From an optimization exercise on the open Yosys and OpenROAD flow, aimed at small area and few clock cycles per item; shortcuts taken in it are not production practice. Function not checked in this run: the RTL went through the layout flow alone. Power and IR drop assume default switching activity.

<file path="design/flow/design.v">
module kf_codec (
    input  wire        clk,
    input  wire        rst,         
    input  wire        in_valid,
    output wire        in_ready,
    input  wire [31:0] in_cmd,
    input  wire [63:0] in_opa,
    output reg         out_valid,
    input  wire        out_ready,
    output reg  [63:0] out_res,
    output reg  [2:0]  out_flags    
);
    reg        s1_valid;
    reg [31:0] s1_cmd;
    reg [63:0] s1_opa;
    wire s2_free  = !out_valid || out_ready;
    wire s1_move  = s1_valid && s2_free;
    assign in_ready = !s1_valid || s2_free;
    wire [63:0] res;
    wire [2:0]  flags;
    always @(posedge clk) begin
        if (rst) begin
            s1_valid  <= 1'b0;
            out_valid <= 1'b0;
        end else begin
            if (in_ready)
                s1_valid <= in_valid;
            if (s2_free)
                out_valid <= s1_valid;
        end
    end
    always @(posedge clk) begin
        if (in_valid && in_ready) begin
            s1_cmd <= in_cmd;
            s1_opa <= in_opa;
        end
        if (s1_move) begin
            out_res   <= res;
            out_flags <= flags;
        end
    end
    wire [7:0]  op  = s1_cmd[31:24];
    wire [3:0]  len = s1_cmd[23:20];
    wire [3:0]  mod = s1_cmd[19:16];
    wire [15:0] imm = s1_cmd[15:0];
    wire is_nop    = (s1_cmd == 32'h0000_0000);
    wire is_kfdec  = (op == 8'h10) && (mod[3:1] == 3'd0) && (imm == 16'd0);
    wire is_kfenc  = (op == 8'h11) && (len == 4'd0) && (mod[3:1] == 3'd0) && (imm == 16'd0);
    wire is_xfdec  = (op == 8'h12) && (mod == 4'd0) && (imm == 16'd0);
    wire is_rngdec = (op == 8'h13) && (mod == 4'd0) && (imm == 16'd0);
    wire is_errtok = (op == 8'h14) && (mod == 4'd0) && (imm == 16'd0);
    wire illegal   = !(is_nop || is_kfdec || is_kfenc || is_xfdec || is_rngdec || is_errtok);
    wire div15 = mod[0];
    wire [7:0] b0 = s1_opa[7:0];
    wire [7:0] b1 = s1_opa[15:8];
    wire [7:0] b2 = s1_opa[23:16];
    wire [7:0] b3 = s1_opa[31:24];
    wire [7:0] b4 = s1_opa[39:32];
    wire [7:0] b5 = s1_opa[47:40];
    wire [7:0] b6 = s1_opa[55:48];
    wire [7:0] b7 = s1_opa[63:56];
    wire        kd_s = b0[7];
    wire [14:0] kd_f = {b0[6:0], b1};
    wire signed [7:0] kd_e = b2;
    reg [3:0] kd_msb;
    integer i;
    always @(*) begin
        kd_msb = 4'd0;
        for (i = 0; i < 15; i = i + 1)
            if (kd_f[i]) kd_msb = i[3:0];
    end
    wire [14:0] kd_norm = kd_f << (4'd14 - kd_msb);        
    wire signed [11:0] kd_exp = $signed({8'd0, kd_msb}) + {{4{kd_e[7]}}, kd_e}
                                - (div15 ? 12'sd15 : 12'sd16) + 12'sd1023;
    wire [63:0] kd_res = (kd_f == 15'd0) ? {kd_s, 63'd0}
                                         : {kd_s, kd_exp[10:0], kd_norm[13:0], 38'd0};
    wire        ke_s = s1_opa[63];
    wire [10:0] ke_E = s1_opa[62:52];
    wire [51:0] ke_M = s1_opa[51:0];
    wire ke_nan  = (ke_E == 11'h7FF) && (ke_M != 52'd0);
    wire ke_inf  = (ke_E == 11'h7FF) && (ke_M == 52'd0);
    wire ke_zero = (ke_E == 11'd0)   && (ke_M == 52'd0);
    wire ke_sub  = (ke_E == 11'd0)   && (ke_M != 52'd0);
    wire [52:0] ke_sig = {~ke_sub, ke_M};
    wire signed [12:0] ke_Eeff = ke_sub ? 13'sd1 : $signed({2'b00, ke_E});
    wire signed [12:0] ke_e0 = ke_Eeff - 13'sd1023 + 13'sd1 + (div15 ? 13'sd0 : 13'sd1);
    wire ke_ovf0 = (ke_e0 > 13'sd127);
    wire ke_clamp = (ke_e0 < -13'sd128);
    wire signed [12:0] ke_e1 = ke_clamp ? -13'sd128 : ke_e0;
    wire signed [12:0] ke_r = 13'sd1075 - ke_Eeff - (div15 ? 13'sd15 : 13'sd16) + ke_e1;
    wire [6:0] ke_rs = (ke_r > 13'sd60) ? 7'd60 : ke_r[6:0];
    wire [116:0] ke_wide = {ke_sig, 64'd0} >> ke_rs;
    wire [52:0]  ke_int  = ke_wide[116:64];
    wire         ke_rnd  = ke_wide[63];
    wire         ke_stk  = |ke_wide[62:0];
    wire         ke_up   = ke_rnd && (ke_stk || ke_int[0]);
    wire [52:0]  ke_f0   = ke_int + {52'd0, ke_up};
    wire         ke_carry = (ke_f0[15] == 1'b1);            
    wire [14:0]  ke_f     = ke_carry ? 15'h4000 : ke_f0[14:0];
    wire signed [12:0] ke_e = ke_carry ? ke_e1 + 13'sd1 : ke_e1;
    wire ke_ovf = ke_ovf0 || (ke_e > 13'sd127);
    reg [63:0] ke_res;
    reg        ke_bad;
    always @(*) begin
        ke_bad = 1'b0;
        if (ke_nan) begin
            ke_bad = 1'b1;
            ke_res = 64'd0;
        end else if (ke_zero) begin
            ke_res = 64'd0;
        end else if (ke_inf || ke_ovf) begin
            ke_bad = 1'b1;
            ke_res = {40'd0, 8'h7F, 8'hFF, ke_s, 7'h7F};
        end else if (ke_f == 15'd0) begin
            ke_res = 64'd0;
        end else begin
            ke_res = {40'd0, ke_e[7:0], ke_f[7:0], ke_s, ke_f[14:8]};
        end
    end
    wire        xf_s = b7[7];
    wire [10:0] xf_E = {b7[6:0], b6[7:4]};
    wire [23:0] xf_M = {b5, b4, b3};
    wire        xf_inf = (xf_E == 11'h7FF);
    wire [63:0] xf_res = (xf_E == 11'd0) ? {xf_s, 63'd0} :
                         xf_inf          ? {xf_s, 11'h7FF, 52'd0} :
                                           {xf_s, xf_E, xf_M, 28'd0};
    wire [4:0] rg_v  = b0[4:0];
    wire [1:0] rg_d0 = rg_v % 5'd3;
    wire [4:0] rg_q1 = rg_v / 5'd3;
    wire [1:0] rg_d1 = rg_q1 % 5'd3;
    wire [4:0] rg_q2 = rg_q1 / 5'd3;
    wire [1:0] rg_d2 = rg_q2 % 5'd3;
    wire [7:0] rg_r0 = {6'd0, rg_d0} + 8'd1 + (b0[5] ? 8'd3 : 8'd0);
    wire [7:0] rg_r1 = {6'd0, rg_d1} + 8'd1 + (b0[6] ? 8'd3 : 8'd0);
    wire [7:0] rg_r2 = {6'd0, rg_d2} + 8'd1 + (b0[7] ? 8'd3 : 8'd0);
    wire [63:0] rg_res = {37'd0, b0[7:5], rg_r2, rg_r1, rg_r0};
    reg [63:0] et_res;
    always @(*) begin
        et_res = 64'd0;
        if (b0 >= 8'h61 && b0 <= 8'h7A)
            et_res = 64'd1 << (b0 - 8'h61);
        else if (b0 >= 8'h41 && b0 <= 8'h5A)
            et_res = 64'd1 << (b0 - 8'h41 + 8'd32);
    end
    reg [63:0] res_r;
    reg        parse_fail;
    reg        bad_value;
    always @(*) begin
        res_r      = 64'd0;
        parse_fail = 1'b0;
        bad_value  = 1'b0;
        if (is_kfdec) begin
            if (len != 4'd3) parse_fail = 1'b1;
            else             res_r = kd_res;
        end else if (is_kfenc) begin
            res_r     = ke_res;
            bad_value = ke_bad;
        end else if (is_xfdec) begin
            if (len != 4'd8) parse_fail = 1'b1;
            else begin
                res_r     = xf_res;
                bad_value = xf_inf;
            end
        end else if (is_rngdec) begin
            if (len != 4'd1) parse_fail = 1'b1;
            else             res_r = rg_res;
        end else if (is_errtok) begin
            if (len != 4'd1) parse_fail = 1'b1;
            else             res_r = et_res;
        end
    end
    assign res   = res_r;
    assign flags = {illegal, bad_value, parse_fail};
endmodule
</file>
<file path="design/flow/constraint.sdc">
create_clock -name core_clock -period 15.0 [get_ports {clk}]
set_input_delay 3.0000 -clock core_clock [delete_from_list [all_inputs] [get_ports {clk}]]
set_output_delay 3.0000 -clock core_clock [all_outputs]
set_load 0.01 [all_outputs]
</file>
<file path="design/flow/run.sh">
#!/bin/bash
# synth_recipe.tcl (not shown) runs the flow's synth.tcl, then flattens the netlist and writes it again
# the make line also repeats each setting of config.mk as NAME=value (left out here)
make -C /OpenROAD-flow-scripts/flow DESIGN_CONFIG=/design/flow/config.mk WORK_HOME=/design/flow/orfs CLKGATE_MAP_FILE= SYNTH_SCRIPT=/design/flow/synth_recipe.tcl finish
</file>
<file path="design/flow/config.mk">
export PLATFORM = sky130hd
export DESIGN_NAME = kf_codec
export DESIGN_NICKNAME = kf_codec
export VERILOG_FILES = /design/flow/design.v
export SDC_FILE = /design/flow/constraint.sdc
export NUM_CORES = 4
export LEC_CHECK = 0
export CAP_MARGIN = 20
export CORE_MARGIN = 2
export CORE_UTILIZATION = 40
export SLEW_MARGIN = 20
</file>
==> reports/summary.json <==
{
  "power_and_ir_drop": {
    "leakage_nw": 6.32,
    "powerDensity_nw_per_um2": 160,
    "vdd_ir_drop_max_v": 0.0000714,
    "total_power_w": 0.00283
  },
  "detailed_routing": {
    "num_vias": 15573,
    "drcViolationCount": 0,
    "routed_wire_length_per_instance_um": 28.9,
    "postRouteAntennaNets": 0,
    "drt_first_pass_iters": 9,
    "routed_wirelength_mm": 66.7,
    "detail_route.iter0.violations": 2295,
    "vias_per_cell": 6.75
  },
  "worst_setup_path": {
    "cp_data_arrival_time_ps": 14200,
    "cp_endpoint_kind": "flop",
    "worst-path-max-fanout": 22,
    "required_ps": 15120,
    "critical-path-max-stage-delay_ps": 770,
    "class_of_the_most_critical_setup_path": "reg -> reg",
    "worstSetupStartpointType": "flop",
    "cp_slowest_cell": "sky130_fd_sc_hd__or3b_1"
  },
  "synth": {
    "synthesized_net_count": 1872,
    "synth-compound-area-share_pct": 27.3,
    "sequential_fraction_of_the_synthesis_area_pct": 32.8,
    "syn_avg_cell_area_um2": 8.80,
    "area_leader_netlist": "sky130_fd_sc_hd__edfxtp_1",
    "synthAdderAreaFrac_pct": 5.94,
    "synth_warnings": 1,
    "synthesis.instances": 1708,
    "synth_top_family_by_area": "compound AO/OA/AOI/OAI gates",
    "number_of_storage_elements_in_the_synthesis_netlist": 165,
    "synth_async_sr_flop_share_pct": 0,
    "synth-simple-area-share_pct": 19.0,
    "syn-cell-area_um2": 15000,
    "synth.top_cells.by_area": "sky130_fd_sc_hd__edfxtp_1 33%, sky130_fd_sc_hd__mux2i_1 5.1%, sky130_fd_sc_hd__ha_1 4.4%",
    "number_of_enable_type_register_cells_in_the_synthesized_netlist": 163,
    "synth.mux.area_fraction_pct": 5.90,
    "ys.flop_type": "sky130_fd_sc_hd__edfxtp_1",
    "synth_cell_types": 104,
    "synth_xor_area_share_pct": 3.73,
    "synth.top_cell.area_share_pct": 32.6
  },
  "placed_design": {
    "post_dp_cell_area_um2": 17000,
    "port_buffers": 168,
    "detailed_place_hpwl_mm": 53.0,
    "gp_congestion": 1.06
  },
  "grt": {
    "grt_pass1_wl_mm": 96.2,
    "first_global_vias": 14603,
    "antenna_found_initial": 0,
    "grt.total_usage_pct": 33.8,
    "overflow": 0,
    "grt_max_degree": 66
  },
  "cells_and_area": {
    "finalNetCount": 1985,
    "antenna_cells_inserted": 0,
    "fraction_of_final_layout_cells_sized_beyond_drive_strength_1_pct": 6.98,
    "layout-area-overhead-vs-synth_pct": 17.4,
    "postLayoutCellArea_um2": 17600
  },
  "clock_network": {
    "holdBufCountCts": 0,
    "cts_tree": "built",
    "clkSinkCount": 165,
    "cts_resized": 0,
    "clk_pin_slew_ps": 80,
    "cts-root-buf": "sky130_fd_sc_hd__clkbuf_16",
    "h-tree-depth": 4,
    "cts_max_path_buffers": 2,
    "postCtsSetupBuffers": 0,
    "clk-insertion-delay-late_ps": 450,
    "numCtsBuffers": 17
  },
  "sta": {
    "timing.max_slew.rel_slack_pct": 17.4,
    "worst_pin_slew_ps": 1230,
    "fin_crit_ps": 14070,
    "final.period_utilization_pct": 93.8,
    "finalSetupViolations": 0,
    "maxSlewViolCount": 0,
    "report.final.hold_viol_count": 0,
    "worst_clock_skew_ps": 16.1,
    "final.setup.tns_ps": 0,
    "setup_repair_after_global_routing_missed_its_margin": "false",
    "clock.fmax_ghz": 0.0710
  },
  "worst_hold_path": {
    "min-delay-path-class": "reg -> reg"
  },
  "die": {
    "die-width_um": 198,
    "die_y_um": 198,
    "floorplan_row_count": 71,
    "pin_count": 169,
    "design.core.area_um2": 37300,
    "initial_utilization_pct": 40.3,
    "dieArea_um2": 39200
  },
  "status": {
    "outcome": "timing/DRC/antenna clean"
  },
  "job": {
    "max_cap_violations": 0
  }
}
## final timing paths
kind / startpoint / endpoint / slack (ps) / cells past startpoint
max: s1_opa[6] / out_res[10] / 930 / 38
min: s1_valid / out_valid / 520 / 2
max reg2reg: s1_opa[6] / out_res[10] / 930 / 38
min reg2reg: s1_valid / out_valid / 520 / 2
## where the power goes
group	internal (W)	leakage (nW)	total, W	switching (W)
registers	0.000534	1.54	0.000569	0.0000347
clock network	0.000249	0.294	0.000451	0.000201
logic	0.000541	4.49	0.00181	0.00127
## per-layer routing
layer / up-vias / global-route usage, % / wire (um)
met5: - / 0 / 0
met4: 0 / 16.2 / 3510
met3: 202 / 7.39 / 7600
met2: 1122 / 51.3 / 28300
met1: 7391 / 45.7 / 27300
li1: 6858 / - / -
## through the flow
step	worst slack (ps)	hold slack, ps	util [%]	std cells
2_1_floorplan	4710	478	-	1708
5_1_grt	410	558	47.3	2308
4_1_cts	1170	517	47.3	2308
6_report	925	517	47.3	2308
3_3_place_gp	1450	505	45.7	2276
3_5_place_dp	1180	508	45.7	2276
## layout by cell type, fill, tap and decap left out, types with 17 or more instances in the layout
cell type / netlist / final
sky130_fd_sc_hd__nand4_1: 24 / 24
sky130_fd_sc_hd__clkdlybuf4s50_1: 0 / 168
sky130_fd_sc_hd__nand3_1: 72 / 72
sky130_fd_sc_hd__nor3_1: 39 / 39
sky130_fd_sc_hd__a22oi_1: 70 / 70
sky130_fd_sc_hd__buf_4: 11 / 25
sky130_fd_sc_hd__a22o_1: 19 / 19
sky130_fd_sc_hd__nor2_1: 145 / 144
sky130_fd_sc_hd__nor4_1: 27 / 27
sky130_fd_sc_hd__a211oi_1: 42 / 42
sky130_fd_sc_hd__a21oi_1: 92 / 89
sky130_fd_sc_hd__o221ai_1: 17 / 17
sky130_fd_sc_hd__o22ai_1: 26 / 26
sky130_fd_sc_hd__inv_1: 80 / 80
sky130_fd_sc_hd__clkbuf_16: 0 / 17
sky130_fd_sc_hd__ha_1: 53 / 53
sky130_fd_sc_hd__xnor2_1: 38 / 38
sky130_fd_sc_hd__o21ai_0: 79 / 79
sky130_fd_sc_hd__nand2_1: 174 / 174
sky130_fd_sc_hd__xor2_1: 26 / 26
sky130_fd_sc_hd__mux2i_1: 76 / 76
sky130_fd_sc_hd__edfxtp_1: 163 / 163
## layout make-up
type	count	area (um2)
Fill cell	3615	19700
Multi-Input combinational cell	1362	9350
Sequential cell	165	4930
Timing Repair Buffer	193	1870
Tap cell	474	593
Clock buffer	17	425
Inverter	82	308
Clock inverter	15	166
## synth_stat cells (12+ instances only)
master	instances
sky130_fd_sc_hd__a211oi_1	42
sky130_fd_sc_hd__a21o_1	15
sky130_fd_sc_hd__a21oi_1	92
sky130_fd_sc_hd__a221oi_1	16
sky130_fd_sc_hd__a22o_1	19
sky130_fd_sc_hd__a22oi_1	70
sky130_fd_sc_hd__a31oi_1	16
sky130_fd_sc_hd__and2_1	14
sky130_fd_sc_hd__buf_2	22
sky130_fd_sc_hd__clkbuf_1	51
sky130_fd_sc_hd__edfxtp_1	163
sky130_fd_sc_hd__ha_1	53
sky130_fd_sc_hd__inv_1	80
sky130_fd_sc_hd__mux2i_1	76
sky130_fd_sc_hd__nand2_1	174
sky130_fd_sc_hd__nand3_1	72
sky130_fd_sc_hd__nand4_1	24
sky130_fd_sc_hd__nor2_1	145
sky130_fd_sc_hd__nor2b_1	12
sky130_fd_sc_hd__nor3_1	39
sky130_fd_sc_hd__nor4_1	27
sky130_fd_sc_hd__o211ai_1	15
sky130_fd_sc_hd__o21ai_0	79
sky130_fd_sc_hd__o221ai_1	17
sky130_fd_sc_hd__o22ai_1	26
sky130_fd_sc_hd__xnor2_1	38
sky130_fd_sc_hd__xor2_1	26
## critical path: cells and delay by family, from the launching register on
kind,cells,cell delay [ps]
simple gates,19,6610
compound gates,9,2590
fa+ha+maj,4,1540
xor+xnor,3,1230
buf+inv,2,820
flops,1,640
mux,1,270
## state kept, by name, summed over array words and instances, names as in the netlist
| register | flops |
|---|---|
| out_res | 64 |
| s1_opa | 64 |
| s1_valid | 1 |
| out_flags | 3 |
| out_valid | 1 |
| s1_cmd | 32 |
## cell families (layout without fill, tap and decap cells)
group	after synthesis	after routing
simple gates	589	589
compound gates	560	560
buf+inv	181	307
flops	165	165
mux	84	84
fa+ha+maj	65	65
xor+xnor	64	64

-- separate check: timing with driven ports --
How much do the figures lean on ideal ports? The routed layout below was timed once more, with nothing changed but the port constraints.
Step 1: set_driving_cell puts a clkbuf_16 on clk and a buf_2 on each other input, an assumption about the parent block.
Step 2 adds t to the input delays and takes it off the output delays; t is the mean of the earliest and latest rising clock arrival at the registers after step 1. Input paths then give back, and output paths get back, about the clock's delay inside the block.
Three values: no drivers, after step 1, after step 2; two values: the first two.
t (ns): 0.496
setup slack, ns: 0.925 / 0.925 / 0.925
worst hold slack (ns): 0.517 / 0.517 / 0.517
clock arrival spread, ns: 0.016 / 0.016
pins driven straight from the clock port: 1
After both steps setup and hold are still met in this run. The setup slack of this run moves by 0.000 ns with the drivers and by 0.000 ns with both steps.
